Background: an optimization exercise with open tools, aiming at small area, a short achievable clock period and few clock cycles. Do not read the settings as production practice. Only simulation tests tie the RTL to the original design; equivalence was not proved. Power figures rest on the tool's default switching activity, not on a simulated workload.

`flow/config.mk`:
```
export PLATFORM = sky130hd
export DESIGN_NAME = str_loop
export DESIGN_NICKNAME = str_loop
export VERILOG_FILES = /design/flow/design.v
export SDC_FILE = /design/flow/constraint.sdc
export NUM_CORES = 4
export LEC_CHECK = 0
export CAP_MARGIN = 20
export CORE_MARGIN = 2
export CORE_UTILIZATION = 40
export SLEW_MARGIN = 20
```
`flow/constraint.sdc`:
```
create_clock -name core_clock -period 13.0 [get_ports {clk}]
set_input_delay 2.6000 -clock core_clock [delete_from_list [all_inputs] [get_ports {clk}]]
set_output_delay 2.6000 -clock core_clock [all_outputs]
set_load 0.01 [all_outputs]
```
`flow/design.v`:
```
module str_loop (
    input  wire               clk,
    input  wire               rst,
    input  wire               cmd_valid,
    input  wire [1:0]         cmd_op,       
    output wire               busy,
    input  wire [7:0]         nsps,
    input  wire [1:0]         ted_sel,
    input  wire               idx_sel,
    input  wire signed [23:0] k1,
    input  wire signed [23:0] k2,
    input  wire [15:0]        nrx,
    input  wire [15:0]        nmf,
    input  wire [15:0]        out_cap,
    output reg                mf_rd_en,
    output reg  [15:0]        mf_addr,
    input  wire [31:0]        mf_rdata,
    output reg                out_valid,
    output reg  [31:0]        out_sym,
    output reg  signed [33:0] out_err,
    output reg  signed [9:0]  out_tau,
    output reg                init_ok,
    output reg                stop,
    output reg  [1:0]         stop_cause,
    output reg                err_flag,
    output reg  [2:0]         err_code,
    output reg  signed [41:0] p2,
    output reg  signed [9:0]  tau,
    output reg  [15:0]        nout,
    output reg  [15:0]        clamp_tot,
    output reg  [15:0]        clamp_con
);
    localparam OP_INIT = 2'd0, OP_STEP = 2'd1, OP_RUN = 2'd2, OP_NOP = 2'd3;
    localparam ERR_NSPS = 3'd1, ERR_TED = 3'd3, ERR_SEQ = 3'd5;
    localparam CAUSE_END = 2'd1, CAUSE_LOW = 2'd2, CAUSE_FULL = 2'd3;
    localparam S_IDLE  = 4'd0,
               S_CHECK = 4'd1,
               S_RD_S  = 4'd2,
               S_RD_M  = 4'd3,
               S_RD_E  = 4'd4,
               S_GET_M = 4'd5,
               S_GET_E = 4'd6,
               S_TED   = 4'd7,
               S_LF    = 4'd8,
               S_EMIT  = 4'd9;
    localparam signed [59:0] ONE     = 60'sd1 << 40;
    localparam signed [59:0] MIN_ONE = -(60'sd1 << 40);
    reg [3:0] state;
    reg       run_mode;
    reg [7:0]         cfg_n;
    reg [1:0]         cfg_ted;
    reg               cfg_idx;
    reg signed [23:0] cfg_k1;
    reg signed [23:0] cfg_k2;
    reg [15:0]        idx_s, idx_m, idx_e;
    reg signed [15:0] s_i, s_q, m_i, m_q, e_i, e_q;
    reg signed [33:0] err_r;
    assign busy = (state != S_IDLE);
    wire [23:0]        base_i = nout * cfg_n;
    wire signed [25:0] s_idx  = $signed({2'b00, base_i}) + tau;
    wire signed [25:0] m_idx  = s_idx + $signed({18'd0, cfg_n[7:1]});
    wire signed [25:0] e_idx  = s_idx + $signed({18'd0, cfg_n});
    wire stop_short = ({1'b0, nrx} < {cfg_n, 1'b0});
    wire stop_low   = (s_idx < 0);
    wire stop_end   = (e_idx >= $signed({10'd0, nmf}));
    wire stop_full  = (nout == out_cap);
    wire signed [16:0] d_i = e_i - s_i;
    wire signed [16:0] d_q = e_q - s_q;
    wire signed [33:0] ga  = d_i * m_i + d_q * m_q;
    function signed [17:0] sgn_mul;    
        input signed [15:0] a;
        input signed [15:0] b;
        begin
            if (b > 0)
                sgn_mul = a;
            else if (b < 0)
                sgn_mul = -a;
            else
                sgn_mul = 18'sd0;
        end
    endfunction
    wire signed [18:0] zc_a = sgn_mul(s_i, e_i) - sgn_mul(e_i, s_i);
    wire signed [18:0] zc_b = sgn_mul(s_q, e_q) - sgn_mul(e_q, s_q);
    wire signed [33:0] zc   = -(zc_a + zc_b);
    reg signed [33:0] ted_err;
    always @(*) begin
        case (cfg_ted)
            2'd0:    ted_err = ga;
            2'd1:    ted_err = -ga;
            default: ted_err = zc;
        endcase
    end
    wire signed [57:0] p1_full = err_r * cfg_k1;
    wire signed [57:0] pk2     = err_r * cfg_k2;
    wire signed [59:0] t_sum   = p2 + (p1_full + pk2);
    wire               t_hi    = (t_sum > ONE);
    wire               t_lo    = (t_sum < MIN_ONE);
    wire signed [50:0] tau_prod  = p2 * $signed({1'b0, cfg_n});
    wire signed [10:0] tau_floor = tau_prod[50:40];
    wire [39:0]        tau_frac  = tau_prod[39:0];
    wire               tau_up    = (tau_frac > 40'h80_0000_0000) ||
                                   ((tau_frac == 40'h80_0000_0000) && tau_floor[0]);
    wire signed [10:0] tau_round = tau_floor + $signed({10'd0, tau_up});
    always @(posedge clk) begin
        if (rst) begin
            state      <= S_IDLE;
            run_mode   <= 1'b0;
            cfg_n      <= 8'd0;
            cfg_ted    <= 2'd0;
            cfg_idx    <= 1'b0;
            cfg_k1     <= 24'sd0;
            cfg_k2     <= 24'sd0;
            idx_s      <= 16'd0;
            idx_m      <= 16'd0;
            idx_e      <= 16'd0;
            s_i        <= 16'sd0;
            s_q        <= 16'sd0;
            m_i        <= 16'sd0;
            m_q        <= 16'sd0;
            e_i        <= 16'sd0;
            e_q        <= 16'sd0;
            err_r      <= 34'sd0;
            mf_rd_en   <= 1'b0;
            mf_addr    <= 16'd0;
            out_valid  <= 1'b0;
            out_sym    <= 32'd0;
            out_err    <= 34'sd0;
            out_tau    <= 10'sd0;
            init_ok    <= 1'b0;
            stop       <= 1'b0;
            stop_cause <= 2'd0;
            err_flag   <= 1'b0;
            err_code   <= 3'd0;
            p2         <= 42'sd0;
            tau        <= 10'sd0;
            nout       <= 16'd0;
            clamp_tot  <= 16'd0;
            clamp_con  <= 16'd0;
        end else begin
            mf_rd_en  <= 1'b0;
            out_valid <= 1'b0;
            case (state)
                S_IDLE: begin
                    if (cmd_valid) begin
                        err_flag <= 1'b0;
                        err_code <= 3'd0;
                        case (cmd_op)
                            OP_INIT: begin
                                if (nsps == 8'd0) begin
                                    init_ok  <= 1'b0;
                                    err_flag <= 1'b1;
                                    err_code <= ERR_NSPS;
                                end else if (ted_sel == 2'd3) begin
                                    init_ok  <= 1'b0;
                                    err_flag <= 1'b1;
                                    err_code <= ERR_TED;
                                end else begin
                                    cfg_n      <= nsps;
                                    cfg_ted    <= ted_sel;
                                    cfg_idx    <= idx_sel;
                                    cfg_k1     <= k1;
                                    cfg_k2     <= k2;
                                    p2         <= 42'sd0;
                                    tau        <= 10'sd0;
                                    nout       <= 16'd0;
                                    clamp_tot  <= 16'd0;
                                    clamp_con  <= 16'd0;
                                    stop       <= 1'b0;
                                    stop_cause <= 2'd0;
                                    init_ok    <= 1'b1;
                                end
                            end
                            OP_STEP, OP_RUN: begin
                                if (!init_ok) begin
                                    err_flag <= 1'b1;
                                    err_code <= ERR_SEQ;
                                end else if (!stop) begin
                                    run_mode <= (cmd_op == OP_RUN);
                                    state    <= S_CHECK;
                                end
                            end
                            default: ;   
                        endcase
                    end
                end
                S_CHECK: begin
                    if (stop_short) begin
                        stop       <= 1'b1;
                        stop_cause <= CAUSE_END;
                        state      <= S_IDLE;
                    end else if (stop_low) begin
                        stop       <= 1'b1;
                        stop_cause <= CAUSE_LOW;
                        state      <= S_IDLE;
                    end else if (stop_end) begin
                        stop       <= 1'b1;
                        stop_cause <= CAUSE_END;
                        state      <= S_IDLE;
                    end else if (stop_full) begin
                        stop       <= 1'b1;
                        stop_cause <= CAUSE_FULL;
                        state      <= S_IDLE;
                    end else begin
                        idx_s <= s_idx[15:0];
                        idx_m <= m_idx[15:0];
                        idx_e <= e_idx[15:0];
                        state <= S_RD_S;
                    end
                end
                S_RD_S: begin
                    mf_rd_en <= 1'b1;
                    mf_addr  <= idx_s;
                    state    <= S_RD_M;
                end
                S_RD_M: begin
                    mf_rd_en <= 1'b1;
                    mf_addr  <= idx_m;
                    state    <= S_RD_E;
                end
                S_RD_E: begin
                    s_i      <= mf_rdata[15:0];
                    s_q      <= mf_rdata[31:16];
                    mf_rd_en <= 1'b1;
                    mf_addr  <= idx_e;
                    state    <= S_GET_M;
                end
                S_GET_M: begin
                    m_i   <= mf_rdata[15:0];
                    m_q   <= mf_rdata[31:16];
                    state <= S_GET_E;
                end
                S_GET_E: begin
                    e_i   <= mf_rdata[15:0];
                    e_q   <= mf_rdata[31:16];
                    state <= S_TED;
                end
                S_TED: begin
                    err_r <= ted_err;
                    state <= S_LF;
                end
                S_LF: begin
                    if (t_hi || t_lo) begin
                        clamp_tot <= clamp_tot + 16'd1;
                        clamp_con <= clamp_con + 16'd1;
                    end else begin
                        clamp_con <= 16'd0;
                    end
                    if (t_hi)
                        p2 <= ONE[41:0];
                    else if (t_lo)
                        p2 <= MIN_ONE[41:0];
                    else
                        p2 <= t_sum[41:0];
                    state <= S_EMIT;
                end
                S_EMIT: begin
                    tau       <= tau_round[9:0];
                    out_valid <= 1'b1;
                    out_sym   <= cfg_idx ? {s_q, s_i} : {m_q, m_i};
                    out_err   <= err_r;
                    out_tau   <= tau_round[9:0];
                    nout      <= nout + 16'd1;
                    state     <= run_mode ? S_CHECK : S_IDLE;
                end
                default: state <= S_IDLE;
            endcase
        end
    end
endmodule
```
`flow/run.sh`:
```
#!/bin/bash
# synth_recipe.tcl (not shown) runs the flow's synth.tcl, then flattens the netlist and writes it again
# the make line also repeats each setting of config.mk as NAME=value (left out here)
make -C /OpenROAD-flow-scripts/flow DESIGN_CONFIG=/design/flow/config.mk WORK_HOME=/design/flow/orfs CLKGATE_MAP_FILE= SYNTH_SCRIPT=/design/flow/synth_recipe.tcl finish
```
==> out/qor.yml <==
die:
  start_util_pct: 40.2
  rows: 202
  ios: 347
  die_h_um: 556
  fp.dieW_um: 556
  die_area_um2: 309000
  coreArea_um2: 303000
global_routing:
  grt_pass1_vias: 96200
  grt_max_degree: 82
  grt_util_all_layers_pct: 24.1
  grt_overflow: 0
  grt_pass1_wl_um: 572000
  antenna_found_initial: 19
timing:
  slew_violations: 0
  period_needed_ns: 11.90
  skew_ns: 0.126
  hold_ws_ns: 0.453
  rsz0062_at_grt: "no"
  hold_viol_final: 0
  finalSetupTns_ns: 0
  worst_slew_pin_slew_ns: 1.21
  setup_viol: 0
  maxSlewHeadroom_pct: 18.6
  timing.final.crit_share_pct: 91.5
  max_freq_ghz: 0.0840
clock_tree:
  cts.sinks: 443
  clkTransAtPathRegs_ns: 0.07
  htreeDepth: 2
  numCtsBuffers: 57
  postCtsSetupRepairBufs: 0
  insertion_delay_ns: 0.80
  cts_resized: 0
  cts_tree: "done"
  root_buffer: "clkbuf_16"
  clockBufferDepth: 3
  ctsHoldBuffers: 0
worst_setup_path:
  timing.rr.end: "err_r[27]"
  worst_ep_arrival_time_ns: 12.57
  cp.depth: 45
  worstPathRequired_ns: 13.67
  path_max_fanout: 15
  cp_slowest_cell: "fa_1"
  path_class: "register to register"
  regToRegStartpoint: "s_i[1]"
  cpPeakStageDelay_ns: 0.57
  r2r_slack_ns: 1.10
  critPathLaunchType: "register"
  cp-endpoint: "err_r[27]"
  crit_family: "adder cells"
  cp-startpoint: "s_i[1]"
  crit_buf_inv: 8
  worst_setup_path_end_kind: "register"
  reg2reg_depth: 45
synth:
  yosys.cell_count.top_type: "inv_1"
  synth_top_area_cell: "fa_1"
  syn_area_um2: 122000
  synth_common_cells: "inv_1, fa_1, nand2_1, and2_1, clkbuf_1"
  synth-warning-count: 1
  synth_top_family_by_area: "adder cells"
  synthAdderAreaFrac_pct: 53.2
  synth_area_leaders: "fa_1, inv_1, dfxtp_1"
  synth.area.mux_share_pct: 0.883
  ys_seq_area_share_pct: 7.28
  ys.flop_type: "dfxtp_1"
  syn_avg_cell_area_um2: 8.65
  synthDistinctLibCells: 100
  syn_nets: 17700
  synth_edf_count: 0
  synthArstFlopShare_pct: 0
  synthSimpleGateAreaFrac_pct: 17.4
  syn_inst: 14100
  synth_top_area_share_pct: 46.2
  synth_xor_area_share_pct: 2.23
  synth_compound_area_share_pct: 7.06
  synth_seq_cells: 443
detailed_routing:
  dr.pass1.iters: 6
  drt_iter0_drc: 5906
  routed_wirelength_um: 363000
  wl_per_cell_um: 20.2
  drcViolationCount: 0
  vias_per_cell: 5.14
  route.vias.total: 92600
  drtAntennaViolNets: 0
place:
  gp_congestion: 0.939
  hpwl_um: 300000
  portBuffers: 345
finish:
  fillers: 30200
  ff_latch_area_um2: 8930
  multi_input_area_um2: 98500
  drive_gt1_share_pct: 3.61
  area_growth_pct: 8.02
  nets: 17600
hold_path:
  hold_path_class: "register to register"
power:
  leakagePower_nw: 63.0
  ir_drop_mv: 0.102
  power_density_nw_per_um2: 26.2
status:
  status: "timing/DRC/antenna clean"
flow_run:
  drv_cap: 0
area by class of cell:
class / count / share of cell area, %
diodes: 16 / 0.0304
clock buffers: 67 / 1.15
clock inverters: 37 / 0.319
inverters: 3109 / 8.87
multi-input cells: 9761 / 74.9
flip-flops and latches: 443 / 6.79
well taps: 3978 / 3.78
repair buffers: 608 / 4.19
worst register-to-register path: cells and delay by family (launching register included):
kind                     cells  cell delay (ns)
AO/OA/AOI/OAI               18             4.45
XOR/XNOR                     2             0.38
adder cells (fa/ha/maj)     10             4.60
buffers and inverters        8             0.71
flip-flops                   1             0.39
AND/OR/NAND/NOR              7             1.29
power breakdown:
group / switching [mW] / leakage [nW] / total [mW] / internal [mW]
Clock: 0.788 / 0.920 / 1.71 / 0.924
Combinational: 0.213 / 58.5 / 0.336 / 0.123
Sequential: 0.0306 / 3.59 / 1.40 / 1.36
routing by layer:
layer / vias to the layer above / routed length [µm] / GRT usage, %
met1: 48000 / 149000 / 31.2
met4: 10 / 14500 / 8.06
met2: 2406 / 179000 / 41.6
met3: 512 / 20800 / 2.95
met5: - / 63 / 0
li1: 41700 / - / -
flip-flops by register name, indices dropped and copies added (netlist names), 24 cells and up:
| register | flops |
|---|---|
| cfg_k1 | 24 |
| cfg_k2 | 24 |
| out_sym | 32 |
| out_err | 34 |
| err_r | 34 |
| p2 | 42 |
cell usage in the layout (no fill, tap or decap), types with 143 or more instances in the layout:
cell type,netlist,final
inv_1,3108,3108
nand3_1,144,143
o21ai_0,249,247
buf_4,4,256
clkdlybuf4s50_1,0,344
nand2_1,2291,2291
fa_1,2810,2810
dfxtp_1,443,395
nor2_1,427,420
xnor2_1,220,214
and2_1,933,933
a21oi_1,495,495
ha_1,680,680
how the worst min path moves through the flow:
stage | from | end | slack, ns | depth (start not counted)
after detailed placement | out_err[9] | out_err[9] | 0.45 | 2
after floorplan | run_mode | state[0] | 0.44 | 2
after CTS | out_err[9] | out_err[9] | 0.46 | 2
final | out_err[13] | out_err[13] | 0.45 | 2
after global placement | out_tau[8] | out_tau[8] | 0.44 | 1
after global routing | out_err[8] | out_err[8] | 0.47 | 2
stage by stage:
step | power [mW] | area (µm²) | std cells | setup slack [ns] | util [%]
after global placement | 1.76 | 130000 | 17900 | 1.22 | 42.8
after detailed placement | 1.76 | 130000 | 17900 | 1.10 | 42.8
after global routing | 3.56 | 132000 | 18000 | 0.112 | 43.4
after CTS | 3.49 | 131000 | 18000 | 1.09 | 43.4
after floorplan | 1.59 | 122000 | 14100 | 1.81 | -
final | 3.44 | 132000 | 18000 | 1.10 | 43.4
cell families (layout without fill, tap and decap cells):
kind of cell	after synthesis	after routing
AO/OA/AOI/OAI	1360	1360
other	0	16
adder cells (fa/ha/maj)	3490	3490
AND/OR/NAND/NOR	4495	4495
multiplexers	107	107
XOR/XNOR	309	309
flip-flops	443	443
buffers and inverters	3875	3821
Testbench counts, summed over its fixed seeds: cycles 61,149.

## what the ideal ports hide
Ports are ideal in the flow. The routed layout listed here was re-timed in OpenROAD. Step 1 (the two cells are an assumption about what drives the block):
set clk [get_ports {clk}]
set_driving_cell -lib_cell sky130_fd_sc_hd__clkbuf_16 $clk
set_driving_cell -lib_cell sky130_fd_sc_hd__buf_2 [delete_from_list [all_inputs] $clk]
Step 2, shift: input delay + t, output delay - t, t = (earliest + latest rising clock arrival at the registers) / 2. This alone moves slack from input paths to output paths. Three values: ideal ports, drivers, drivers and shift; two values: the first two.
t (ns): 0.836
setup WS [ns]: 1.102 / 1.102 / 1.102
worst setup path after step 2: register to register
worst register clock-pin slew, ns: 0.09 / 0.09
After both steps this run still meets setup and hold. The setup slack of this run moves by 0.000 ns with the drivers and by 0.000 ns with both steps.
